This is an optimization exercise on Yosys and OpenROAD, whose aim is small area, a short achievable clock period and few clock cycles, not a production implementation.
Power figures rest on the tool's default switching activity, not on a simulated workload.

==> flow/design.v <==
module gfce_crc_byte (
    input  wire [15:0] crc_in,
    input  wire [7:0]  data,
    output reg  [15:0] crc_out
);
    integer i;
    always @(*) begin
        crc_out = crc_in ^ {8'h00, data};
        for (i = 0; i < 8; i = i + 1) begin
            if (crc_out[0])
                crc_out = (crc_out >> 1) ^ 16'h8408;
            else
                crc_out = crc_out >> 1;
        end
    end
endmodule
module gfce_tx #(
    parameter [7:0] LOCAL_ADDR = 8'h42
) (
    input  wire       clk,
    input  wire       rst,
    input  wire       req_valid,
    output wire       req_ready,
    input  wire [7:0] req_dest,
    input  wire [7:0] req_cmd,
    input  wire [7:0] req_plen,
    input  wire       pl_valid,
    output wire       pl_ready,
    input  wire [7:0] pl_data,
    output wire       out_valid,
    input  wire       out_ready,
    output wire [7:0] out_data,
    output wire       done,
    output wire [3:0] done_status,
    output wire [7:0] done_inserted
);
    localparam [7:0] ESC = 8'hE0, ACK = 8'hE1, SOF = 8'hE2, EOF = 8'hE3;
    localparam [15:0] CRC_SOF = 16'hC4FF;    
    reg s_start, s_dest, s_len, s_src, s_cmd, s_pay, s_crch, s_crcl, s_eof, s_ack, s_rej;
    reg        hv;             
    reg [7:0]  h;
    reg        pend;           
    reg [1:0]  pend_lo;        
    reg [15:0] crc;            
    reg [7:0]  count;          
    reg [7:0]  inserted;       
    reg        ack_wait;       
    reg        rq_idle;        
    reg        pay_go;         
    reg        pay_idle;       
    wire gen = !hv || out_ready;     
    wire pop = hv && out_ready;
    assign out_valid     = hv;
    assign out_data      = h;
    assign done          = s_rej || (ack_wait && out_ready);
    assign done_status   = {s_rej, 3'b000};
    assign done_inserted = inserted;
    function automatic is_res(input [7:0] b);
        is_res = (b[7:2] == 6'b111000);
    endfunction
    wire       too_long = (req_plen[7:3] == 5'b11111);    
    wire [7:0] fc = ({8{s_dest}} & req_dest) | ({8{s_len}} & count) |
                    ({8{s_src}} & LOCAL_ADDR) | ({8{s_cmd}} & req_cmd) |
                    ({8{s_pay}} & pl_data);
    wire [7:0] fb = fc | ({8{s_crch}} & crc[15:8]) | ({8{s_crcl}} & crc[7:0]);
    wire res = (s_dest && is_res(req_dest)) || (s_len && is_res(count)) ||
               (s_cmd && is_res(req_cmd)) || (s_pay && is_res(pl_data)) ||
               (s_crch && is_res(crc[15:8])) || (s_crcl && is_res(crc[7:0]));
    wire [15:0] crc_cur = s_dest ? CRC_SOF : crc;
    wire [15:0] crc_next;
    gfce_crc_byte u_crc (.crc_in(crc_cur), .data(fc), .crc_out(crc_next));
    wire interior = s_dest || s_len || s_src || s_cmd || s_pay || s_crch || s_crcl;
    wire ready_st = (interior && !s_pay) || (s_pay && pl_valid) || s_eof || s_ack;
    wire go       = gen && !pend;
    wire proc     = go && ready_st;                           
    wire start    = gen && s_start && req_valid && !too_long;  
    wire reject   = s_start && !hv && req_valid && too_long;
    wire esc_now  = proc && res;
    wire push     = gen && (pend || ready_st || (s_start && req_valid && !too_long));
    assign req_ready = rq_idle || (s_cmd && out_ready);
    assign pl_ready  = pay_idle || (pay_go && out_ready);
    reg [7:0] pb;
    always @(*) begin
        if (pend)
            pb = {6'b110000, pend_lo};
        else if (s_start)
            pb = SOF;
        else if (s_eof)
            pb = EOF;
        else if (s_ack)
            pb = ACK;
        else if (res)
            pb = ESC;
        else
            pb = fb;
    end
    reg s_start_n, s_dest_n, s_len_n, s_src_n, s_cmd_n, s_pay_n, s_crch_n, s_crcl_n,
        s_eof_n, s_ack_n, s_rej_n, hv_n, pend_n;
    always @(*) begin
        {s_start_n, s_dest_n, s_len_n, s_src_n, s_cmd_n, s_pay_n, s_crch_n, s_crcl_n,
         s_eof_n, s_ack_n, s_rej_n} =
            {s_start, s_dest, s_len, s_src, s_cmd, s_pay, s_crch, s_crcl, s_eof, s_ack, s_rej};
        hv_n   = hv;
        pend_n = pend;
        if (push) hv_n = 1'b1;
        else if (pop) hv_n = 1'b0;
        if (gen) begin
            if (pend) pend_n = 1'b0;
            else if (esc_now) pend_n = 1'b1;
        end
        if (start) begin
            s_start_n = 1'b0;
            s_dest_n  = 1'b1;
        end
        if (reject) begin
            s_start_n = 1'b0;
            s_rej_n   = 1'b1;
        end
        if (s_rej) begin
            s_rej_n   = 1'b0;
            s_start_n = 1'b1;
        end
        if (proc) begin
            s_dest_n = 1'b0;
            s_len_n  = s_dest;
            s_src_n  = s_len;
            s_cmd_n  = s_src;
            s_crcl_n = s_crch;
            s_eof_n  = s_crcl;
            s_ack_n  = s_eof;
            if (s_ack) s_start_n = 1'b1;
            if (s_cmd) begin
                s_pay_n  = (count != 8'd8);
                s_crch_n = (count == 8'd8);
            end else begin
                s_pay_n  = s_pay && (count != 8'd9);
                s_crch_n = s_pay && (count == 8'd9);
            end
        end
    end
    always @(posedge clk) begin
        if (rst) begin
            {s_start, s_dest, s_len, s_src, s_cmd, s_pay, s_crch, s_crcl, s_eof, s_ack, s_rej} <=
                11'b100_0000_0000;
            hv       <= 1'b0;
            pend     <= 1'b0;
            ack_wait <= 1'b0;
            rq_idle  <= 1'b0;
            pay_go   <= 1'b0;
            pay_idle <= 1'b0;
        end else begin
            {s_start, s_dest, s_len, s_src, s_cmd, s_pay, s_crch, s_crcl, s_eof, s_ack, s_rej} <=
                {s_start_n, s_dest_n, s_len_n, s_src_n, s_cmd_n, s_pay_n, s_crch_n, s_crcl_n,
                 s_eof_n, s_ack_n, s_rej_n};
            hv       <= hv_n;
            pend     <= pend_n;
            ack_wait <= s_start_n && hv_n;
            rq_idle  <= s_rej_n || (s_cmd_n && !hv_n);
            pay_go   <= s_pay_n && !pend_n;
            pay_idle <= s_pay_n && !pend_n && !hv_n;
        end
    end
    always @(posedge clk) begin
        if (push) h <= pb;
        if (!pend) pend_lo <= fb[1:0];
        if (proc && (s_dest || s_len || s_src || s_cmd || s_pay))
            crc <= crc_next;
        if (start)
            inserted <= 8'd0;
        else if (pend && gen)
            inserted <= inserted + 8'd1;
        if (s_start)
            count <= {req_plen[7:3] + 5'd1, req_plen[2:0]};
        else if (proc && s_pay)
            count <= count - 8'd1;
    end
endmodule
module gfce_rx (
    input  wire       clk,
    input  wire       rst,
    input  wire       in_valid,
    output wire       in_ready,
    input  wire [7:0] in_data,
    output reg        pl_valid,
    output reg  [7:0] pl_data,
    output reg        done,
    output wire [3:0] status,
    output wire [7:0] msg_dest,
    output wire [7:0] msg_len,
    output wire [7:0] msg_src,
    output wire [7:0] msg_cmd
);
    localparam [7:0] ESC = 8'hE0, SOF = 8'hE2, EOF = 8'hE3;
    localparam [7:0] RX_LIMIT = 8'd255;    
    localparam [15:0] CRC_SOF = 16'hC4FF;  
    reg [7:0]  idx;         
    reg        escp;        
    reg        escerr;      
    reg        len_ok;      
    reg        early;       
    reg [15:0] crc;         
    reg [7:0]  d1, d2;      
    reg [7:0]  b_dest, b_len, b_src, b_cmd;
    reg [2:0]  st;
    assign in_ready = 1'b1;
    assign status   = {1'b0, st};
    assign msg_dest = b_dest;
    assign msg_len  = b_len;
    assign msg_src  = b_src;
    assign msg_cmd  = b_cmd;
    wire [15:0] crc_cur = (idx == 8'd2) ? CRC_SOF : crc;
    wire [15:0] crc_next;
    gfce_crc_byte u_crc (.crc_in(crc_cur), .data(d2), .crc_out(crc_next));
    wire is_sof = (in_data == SOF);
    wire is_eof = (in_data == EOF);
    wire is_esc = (in_data == ESC);
    wire [7:0] value    = {in_data[7:6], in_data[5] ^ escp, in_data[4:0]};
    wire       reserved = (value[7:2] == 6'b111000);
    wire       other    = in_valid && !is_sof && !is_eof && !is_esc;
    wire       store    = other && (idx != RX_LIMIT);
    wire       restart  = in_valid && (is_sof || is_eof);
    wire len_bad = (idx[7:1] == 7'd0) || !len_ok;
    wire crc_bad = (crc_cur != {d2, d1});
    wire lowlen   = (b_len[7:3] == 5'd0);
    wire lsmall  = len_bad || (!crc_bad && lowlen);
    wire [2:0] eof_status = {escerr || escp || (!len_bad && crc_bad),
                             escerr || escp || lsmall,
                             escerr || (!escp && lsmall)};
    always @(posedge clk) begin
        if (rst) begin
            idx      <= 8'd0;
            escp     <= 1'b0;
            escerr   <= 1'b0;
            pl_valid <= 1'b0;
            done     <= 1'b0;
            early    <= 1'b1;
        end else begin
            done     <= in_valid && is_eof;
            pl_valid <= store && (idx >= 8'd6);
            if (restart) begin
                early  <= 1'b1;
                idx    <= 8'd0;
                escp   <= 1'b0;
                escerr <= 1'b0;
            end else if (in_valid && is_esc) begin
                if (escp)
                    escerr <= 1'b1;
                escp <= 1'b1;
            end else if (other) begin
                escp <= 1'b0;
                if (escp && !reserved)
                    escerr <= 1'b1;
                if (store)
                    idx <= idx + 8'd1;
                if (store && idx[1:0] == 2'd3)
                    early <= 1'b0;
            end
        end
    end
    always @(posedge clk) begin
        pl_data <= d2;
        if (in_valid && is_eof)
            st <= eof_status;
        if (store && (idx >= 8'd2))
            crc <= crc_next;
        if (store) begin
            d1 <= value;
            d2 <= d1;
            if (idx == 8'd1)
                len_ok <= (value == 8'd4);
            else
                len_ok <= ({1'b0, b_len} == {1'b0, idx} + 9'd3);
            if (early) begin
                case (idx[1:0])
                    2'd0: b_dest <= value;
                    2'd1: b_len  <= value;
                    2'd2: b_src  <= value;
                    2'd3: b_cmd  <= value;
                endcase
            end
        end
    end
endmodule
module gfce_codec (
    input  wire       clk,
    input  wire       rst,
    input  wire       tx_req_valid,
    output wire       tx_req_ready,
    input  wire [7:0] tx_req_dest,
    input  wire [7:0] tx_req_cmd,
    input  wire [7:0] tx_req_plen,
    input  wire       tx_pl_valid,
    output wire       tx_pl_ready,
    input  wire [7:0] tx_pl_data,
    output wire       tx_out_valid,
    input  wire       tx_out_ready,
    output wire [7:0] tx_out_data,
    output wire       tx_done,
    output wire [3:0] tx_done_status,
    output wire [7:0] tx_done_inserted,
    input  wire       rx_in_valid,
    output wire       rx_in_ready,
    input  wire [7:0] rx_in_data,
    output wire       rx_pl_valid,
    output wire [7:0] rx_pl_data,
    output wire       rx_done,
    output wire [3:0] rx_status,
    output wire [7:0] rx_dest,
    output wire [7:0] rx_len,
    output wire [7:0] rx_src,
    output wire [7:0] rx_cmd
);
    gfce_tx #(.LOCAL_ADDR(8'h42)) u_tx (
        .clk(clk), .rst(rst),
        .req_valid(tx_req_valid), .req_ready(tx_req_ready),
        .req_dest(tx_req_dest), .req_cmd(tx_req_cmd), .req_plen(tx_req_plen),
        .pl_valid(tx_pl_valid), .pl_ready(tx_pl_ready), .pl_data(tx_pl_data),
        .out_valid(tx_out_valid), .out_ready(tx_out_ready), .out_data(tx_out_data),
        .done(tx_done), .done_status(tx_done_status), .done_inserted(tx_done_inserted)
    );
    gfce_rx u_rx (
        .clk(clk), .rst(rst),
        .in_valid(rx_in_valid), .in_ready(rx_in_ready), .in_data(rx_in_data),
        .pl_valid(rx_pl_valid), .pl_data(rx_pl_data),
        .done(rx_done), .status(rx_status),
        .msg_dest(rx_dest), .msg_len(rx_len), .msg_src(rx_src), .msg_cmd(rx_cmd)
    );
endmodule
==> flow/config.mk <==
export PLATFORM = sky130hd
export DESIGN_NAME = gfce_codec
export DESIGN_NICKNAME = gfce_codec
export VERILOG_FILES = /design/flow/design.v
export SDC_FILE = /design/flow/constraint.sdc
export NUM_CORES = 4
export LEC_CHECK = 0
export CAP_MARGIN = 20
export CORE_MARGIN = 2
export CORE_UTILIZATION = 40
export CTS_BUF_LIST = sky130_fd_sc_hd__clkbuf_8
export SETUP_SLACK_MARGIN = 2.05
export SLEW_MARGIN = 20
==> flow/constraint.sdc <==
create_clock -name core_clock -period 4.0 [get_ports {clk}]
set_input_delay 0.8000 -clock core_clock [delete_from_list [all_inputs] [get_ports {clk}]]
set_output_delay 0.8000 -clock core_clock [all_outputs]
set_load 0.01 [all_outputs]
standard.sh (not shown) runs the stock make flow with config.mk's settings and CLKGATE_MAP_FILE= SYNTH_SCRIPT=/design/flow/synth_recipe.tcl, a recipe that flattens the netlist after the stock synthesis.
==> flow/flow/run.sh <==
#!/bin/bash
set -euo pipefail
export BUFFER_PORTS_ARGS="-buffer_cell sky130_fd_sc_hd__buf_1"
bash standard.sh > standard_flow.log 2>&1
Edit:
--- a/flow/design.v
+++ b/flow/design.v
@@ -41,21 +41,20 @@
     reg [7:0]  h;
     reg        pend;           
     reg [1:0]  pend_lo;        
     reg [15:0] crc;            
     reg [7:0]  count;          
     reg [7:0]  inserted;       
-    reg        ack_wait;       
-    reg        rq_idle;        
+    reg        ack_held;       
     reg        pay_go;         
     reg        pay_idle;       
     wire gen = !hv || out_ready;     
     wire pop = hv && out_ready;
     assign out_valid     = hv;
     assign out_data      = h;
-    assign done          = s_rej || (ack_wait && out_ready);
+    assign done          = s_rej || (ack_held && out_ready);
     assign done_status   = {s_rej, 3'b000};
     assign done_inserted = inserted;
     function automatic is_res(input [7:0] b);
         is_res = (b[7:2] == 6'b111000);
     endfunction
     wire       too_long = (req_plen[7:3] == 5'b11111);    
@@ -63,24 +62,23 @@
                     ({8{s_src}} & LOCAL_ADDR) | ({8{s_cmd}} & req_cmd) |
                     ({8{s_pay}} & pl_data);
     wire [7:0] fb = fc | ({8{s_crch}} & crc[15:8]) | ({8{s_crcl}} & crc[7:0]);
     wire res = (s_dest && is_res(req_dest)) || (s_len && is_res(count)) ||
                (s_cmd && is_res(req_cmd)) || (s_pay && is_res(pl_data)) ||
                (s_crch && is_res(crc[15:8])) || (s_crcl && is_res(crc[7:0]));
-    wire [15:0] crc_cur = s_dest ? CRC_SOF : crc;
     wire [15:0] crc_next;
-    gfce_crc_byte u_crc (.crc_in(crc_cur), .data(fc), .crc_out(crc_next));
+    gfce_crc_byte u_crc (.crc_in(crc), .data(fc), .crc_out(crc_next));
     wire interior = s_dest || s_len || s_src || s_cmd || s_pay || s_crch || s_crcl;
     wire ready_st = (interior && !s_pay) || (s_pay && pl_valid) || s_eof || s_ack;
     wire go       = gen && !pend;
     wire proc     = go && ready_st;                           
     wire start    = gen && s_start && req_valid && !too_long;  
     wire reject   = s_start && !hv && req_valid && too_long;
     wire esc_now  = proc && res;
     wire push     = gen && (pend || ready_st || (s_start && req_valid && !too_long));
-    assign req_ready = rq_idle || (s_cmd && out_ready);
+    assign req_ready = s_rej || (s_cmd && out_ready);
     assign pl_ready  = pay_idle || (pay_go && out_ready);
     reg [7:0] pb;
     always @(*) begin
         if (pend)
             pb = {6'b110000, pend_lo};
         else if (s_start)
@@ -141,32 +139,32 @@
     always @(posedge clk) begin
         if (rst) begin
             {s_start, s_dest, s_len, s_src, s_cmd, s_pay, s_crch, s_crcl, s_eof, s_ack, s_rej} <=
                 11'b100_0000_0000;
             hv       <= 1'b0;
             pend     <= 1'b0;
-            ack_wait <= 1'b0;
-            rq_idle  <= 1'b0;
+            ack_held <= 1'b0;
             pay_go   <= 1'b0;
             pay_idle <= 1'b0;
         end else begin
             {s_start, s_dest, s_len, s_src, s_cmd, s_pay, s_crch, s_crcl, s_eof, s_ack, s_rej} <=
                 {s_start_n, s_dest_n, s_len_n, s_src_n, s_cmd_n, s_pay_n, s_crch_n, s_crcl_n,
                  s_eof_n, s_ack_n, s_rej_n};
             hv       <= hv_n;
             pend     <= pend_n;
-            ack_wait <= s_start_n && hv_n;
-            rq_idle  <= s_rej_n || (s_cmd_n && !hv_n);
+            ack_held <= (gen && s_ack && !pend) || (ack_held && !out_ready);
             pay_go   <= s_pay_n && !pend_n;
-            pay_idle <= s_pay_n && !pend_n && !hv_n;
+            pay_idle <= s_pay && !pend && gen && !pl_valid;
         end
     end
     always @(posedge clk) begin
         if (push) h <= pb;
         if (!pend) pend_lo <= fb[1:0];
-        if (proc && (s_dest || s_len || s_src || s_cmd || s_pay))
+        if (start)
+            crc <= CRC_SOF;
+        else if (proc && (s_dest || s_len || s_src || s_cmd || s_pay))
             crc <= crc_next;
         if (start)
             inserted <= 8'd0;
         else if (pend && gen)
             inserted <= inserted + 8'd1;
         if (s_start)
@@ -205,25 +203,24 @@
     assign in_ready = 1'b1;
     assign status   = {1'b0, st};
     assign msg_dest = b_dest;
     assign msg_len  = b_len;
     assign msg_src  = b_src;
     assign msg_cmd  = b_cmd;
-    wire [15:0] crc_cur = (idx == 8'd2) ? CRC_SOF : crc;
     wire [15:0] crc_next;
-    gfce_crc_byte u_crc (.crc_in(crc_cur), .data(d2), .crc_out(crc_next));
+    gfce_crc_byte u_crc (.crc_in(crc), .data(d2), .crc_out(crc_next));
     wire is_sof = (in_data == SOF);
     wire is_eof = (in_data == EOF);
     wire is_esc = (in_data == ESC);
     wire [7:0] value    = {in_data[7:6], in_data[5] ^ escp, in_data[4:0]};
     wire       reserved = (value[7:2] == 6'b111000);
     wire       other    = in_valid && !is_sof && !is_eof && !is_esc;
     wire       store    = other && (idx != RX_LIMIT);
     wire       restart  = in_valid && (is_sof || is_eof);
     wire len_bad = (idx[7:1] == 7'd0) || !len_ok;
-    wire crc_bad = (crc_cur != {d2, d1});
+    wire crc_bad = (crc != {d2, d1});
     wire lowlen   = (b_len[7:3] == 5'd0);
     wire lsmall  = len_bad || (!crc_bad && lowlen);
     wire [2:0] eof_status = {escerr || escp || (!len_bad && crc_bad),
                              escerr || escp || lsmall,
                              escerr || (!escp && lsmall)};
     always @(posedge clk) begin
@@ -258,13 +255,15 @@
         end
     end
     always @(posedge clk) begin
         pl_data <= d2;
         if (in_valid && is_eof)
             st <= eof_status;
-        if (store && (idx >= 8'd2))
+        if (store && (idx == 8'd1))
+            crc <= CRC_SOF;
+        else if (store && (idx >= 8'd2))
             crc <= crc_next;
         if (store) begin
             d1 <= value;
             d2 <= d1;
             if (idx == 8'd1)
                 len_ok <= (value == 8'd4);
=> Area after synthesis fell by 2.4%; final area goes down by 8.4%; total power is higher by 24%; die area came out lower by 2.3%; wire length is lower by 7.8%; core utilization goes down by 3.9 points; final cell count drops by 4.0%.
No functional check of the RTL was part of any run of this note.

-- re-timing with driven ports --
How much do the figures lean on ideal ports? The routed layouts below were timed once more, with nothing changed but the port constraints.
Step 1 sets driving cells, clkbuf_16 on the clock port and buf_2 on the other inputs (assumed; they add their load-dependent delay and slew).
Step 2, shift: input delay + t, output delay - t, t = (earliest + latest rising clock arrival at the registers) / 2. This alone moves slack from input paths to output paths.
Slacks: ideal / step 1 / step 2; pairs: ideal / step 1.
| run | t (ns) | setup WS [ns] | clock arrival spread, ns | slew at the worst register clock pin (ns) | pins driven straight from the clock port |
|---|---|---|---|---|---|
| the first run | 0.478 | 1.784 / 1.784 / 1.410 | 0.017 / 0.017 | 0.09 / 0.09 | 1 |
| the second run | 0.494 | 2.006 / 1.954 / 1.544 | 0.015 / 0.015 | 0.09 / 0.09 | 1 |
After both steps setup and hold are still met in every run listed. The setup slack of the second run, which loses most, moves by -0.052 ns with the drivers and by -0.462 ns with both steps.
